From an optimization exercise on the open Yosys and OpenROAD flow, aimed at small area, a short achievable clock period and few clock cycles per item; shortcuts taken in it are not production practice. The RTL was checked by simulation tests, not by an equivalence proof against the original design. Power is estimated from default activity; no workload was simulated.

Setup of yarrow:
// line_codec
module line_codec (
    input  wire        clk,
    input  wire        rst,           
    input  wire        cmd_valid,
    output wire        cmd_ready,
    input  wire [15:0] cmd,
    input  wire [7:0]  len,
    input  wire [63:0] line_in,
    input  wire [63:0] data_in,       
    output reg         done,
    output wire [15:0] rsp,
    output reg  [63:0] line_q,
    output reg  [63:0] data_q,
    output reg  [14:0] crc_q,
    output wire [7:0]  enstat_q
);
    genvar i;
    wire [3:0] op  = cmd[3:0];
    wire [1:0] fmt = cmd[5:4];
    wire       lb  = cmd[6];
    wire       rsv_ok = (cmd[15:7] == 9'd0);
    wire is_crc  = rsv_ok && (op == 4'h1);
    wire is_dec  = rsv_ok && (op == 4'h2);
    wire is_enc  = rsv_ok && (op == 4'h3);
    wire is_chk  = rsv_ok && (op == 4'h4);
    wire bad_format = (is_dec && (fmt == 2'd3)) ||
                      (is_enc && ((fmt == 2'd3) || (fmt == 2'd0)));
    wire len_gt8 = (len[7:4] != 4'd0) || (len[3] && (len[2:0] != 3'd0));
    wire len_gt6 = (len[7:3] != 5'd0) || (len[2:0] == 3'd7);
    wire bad_length = is_enc && ((fmt == 2'd1) ? (!lb && len_gt8)
                                               : ((fmt == 2'd2) && len_gt6));
    wire ok_crc  = is_crc && (fmt == 2'd0) && !lb;
    wire ok_dec  = is_dec && (fmt != 2'd3) && !lb;
    wire ok_enc  = is_enc && (fmt[1] ^ fmt[0]) && !(fmt[0] && lb) && !bad_length;
    wire ok_chk  = is_chk && (fmt == 2'd0) && !lb;
    wire bad_param = !(ok_crc || ok_dec || ok_enc || ok_chk);
    wire bad_opc   = bad_param && !bad_format && !bad_length;
    wire sel_d  = cmd[2] || (cmd[1] && cmd[0]);             
    wire sel_u  = !(cmd[0] || cmd[2] || cmd[4] || cmd[5]);  
  ...
clock: 9.0 ns
lec_check: 0
abc_clock_period_in_ps: 3000
cap_margin: 20
core_margin: 2
core_utilization: 45
slew_margin: 20
synth_hierarchical: 1
synth_minimum_keep_size: 0
standard.sh (not shown) runs the stock make flow with config.mk's settings and CLKGATE_MAP_FILE= SYNTH_SCRIPT=/design/flow/synth_recipe.tcl, a recipe that flattens the netlist after the stock synthesis.
==> flow/flow/run.sh <==
#!/bin/bash
# Standard ORFS layout, with the port buffers made from the smallest buffer
# cell, a clock tree of clkbuf_8 (clusters of up to 12 sinks) without dummy loads, and the
# timing repair aimed at a setup slack of MARGIN ns at the 9 ns clock.
set -euo pipefail
MARGIN=$(cat flow/margin.txt)
bash standard.sh \
  BUFFER_PORTS_ARGS="-buffer_cell sky130_fd_sc_hd__buf_1" \
  CTS_ARGS="-sink_clustering_enable -repair_clock_nets -dont_use_dummy_load -buf_list {sky130_fd_sc_hd__clkbuf_8} -sink_clustering_size 12 -sink_clustering_max_diameter 40" \
  SETUP_SLACK_MARGIN=$MARGIN \
  finish > standard.log 2>&1
==> flow/flow/margin.txt <==
6.1
Testbench counts of yarrow, summed over its fixed seeds: cycles 4,808, items 4,800.
Edits applied to the flow inputs when going from yarrow to quartz:
==> flow/flow/margin.txt <==
5.9
Notes after the runs:
Reported for yarrow and quartz, maximum clock path buffer count turned out identical to the last digit. Taking yarrow as the reference, in quartz tightest hold margin moved down; number of global-route vias before repair fell 3.3%; detailed-routing iteration count for the pre-antenna-repair pass grew by 4. As far as number of enable flip-flop cells after synthesis goes, quartz and yarrow are indistinguishable; the numbers are identical.
Setup changes, quartz to xenon
==> flow/flow/margin.txt <==
5.7
==> run summary <==
What quartz reported for first-iteration DRC count has to be multiplied by 0.69 to get the figure for xenon. sky130_fd_sc_hd__dfxtp_4 as the critical path's slowest cell was reported by quartz, and sky130_fd_sc_hd__dfxtp_1 by xenon. xenon and quartz ended up with nearly the same clock distribution power. met1 demand-to-capacity share in global routing for xenon is higher than for quartz. The initial antenna violation count of xenon falls short of that of quartz by 1. In xenon, the share of power burned in combinational logic came out 4.7 points below the value in quartz. quartz → xenon: overall fraction of global-route tracks in use about even; number of enable-type register cells in the synthesized netlist saw little to no change; total area of multi-input combinational cells fell 390 sq um; power saw a decrease; area fraction of clock buffers and clock inverters rose 0.23 points.
Modified inputs, nickel compared to xenon
-- flow/flow/run.sh --
<<< xenon, line 3
# cell, a clock tree of clkbuf_8 (clusters of up to 12 sinks) without dummy loads, and the
>>> nickel, line 3
# cell, a clock tree of clkbuf_8 (clusters of up to 16 sinks) without dummy loads, and the
<<< xenon, line 9
  CTS_ARGS="-sink_clustering_enable -repair_clock_nets -dont_use_dummy_load -buf_list {sky130_fd_sc_hd__clkbuf_8} -sink_clustering_size 12 -sink_clustering_max_diameter 40" \
>>> nickel, line 9
  CTS_ARGS="-sink_clustering_enable -repair_clock_nets -dont_use_dummy_load -buf_list {sky130_fd_sc_hd__clkbuf_8} -sink_clustering_size 16 -sink_clustering_max_diameter 50" \
The lower switching part of the total of nickel and xenon is in xenon. From xenon to nickel, cell count along the critical path did not move at all. Comparing xenon against nickel, there is no change at all in number of nets with antenna violations after detailed routing. nickel against xenon: largest fanout on the critical path flat, number of global-route vias before repair down 43, met3 track demand over resource flat, met1 routed wirelength after detailed routing up 180 microns, reported clock group power down 19%. Diff xenon -> nickel: routed wire length lost 0.38%, area of combinational cells with multiple inputs lost 61 sq um.
Changes in zinc relative to nickel:
-- flow/flow/run.sh --
<<< nickel, line 3
# cell, a clock tree of clkbuf_8 (clusters of up to 16 sinks) without dummy loads, and the
>>> zinc, line 3
# cell, a clock tree of clkbuf_8 (clusters of up to 12 sinks) without dummy loads, and the
<<< nickel, line 9
  CTS_ARGS="-sink_clustering_enable -repair_clock_nets -dont_use_dummy_load -buf_list {sky130_fd_sc_hd__clkbuf_8} -sink_clustering_size 16 -sink_clustering_max_diameter 50" \
>>> zinc, line 9
  CTS_ARGS="-sink_clustering_enable -repair_clock_nets -dont_use_dummy_load -buf_list {sky130_fd_sc_hd__clkbuf_8} -sink_clustering_size 12 -sink_clustering_max_diameter 40" \
==> flow/flow/margin.txt <==
5.8
- zinc against nickel: cell area +9.6%; initial antenna violation count +2; post-route worst setup slack ~0 delta.

-- port drivers added, routing unchanged --
How much do the figures lean on ideal ports? The routed layouts below were timed once more, with nothing changed but the port constraints. Step 1 (the two cells are an assumption about what drives the block):
set clk [get_ports {clk}]
set_driving_cell -lib_cell sky130_fd_sc_hd__clkbuf_16 $clk
set_driving_cell -lib_cell sky130_fd_sc_hd__buf_2 [delete_from_list [all_inputs] $clk]
Step 2 also shifts input and output timing later by t, the mid clock arrival at the registers, as if the neighbouring blocks saw the same clock. Slacks: ideal / step 1 / step 2; pairs: ideal / step 1.
run	t, ns	setup slack, ns	latest minus earliest clock arrival (ns)
yarrow	0.592	5.702 / 5.702 / 5.598	0.063 / 0.062
quartz	0.590	5.738 / 5.738 / 5.412	0.055 / 0.055
xenon	0.587	5.729 / 5.729 / 5.373	0.045 / 0.045
nickel	0.565	5.680 / 5.680 / 5.267	0.086 / 0.086
zinc	0.607	5.682 / 5.682 / 5.330	0.073 / 0.073
After both steps setup and hold are still met in every run listed. For nickel, which loses most, drivers alone change the setup slack by 0.000 ns; drivers and shift together by -0.413 ns.
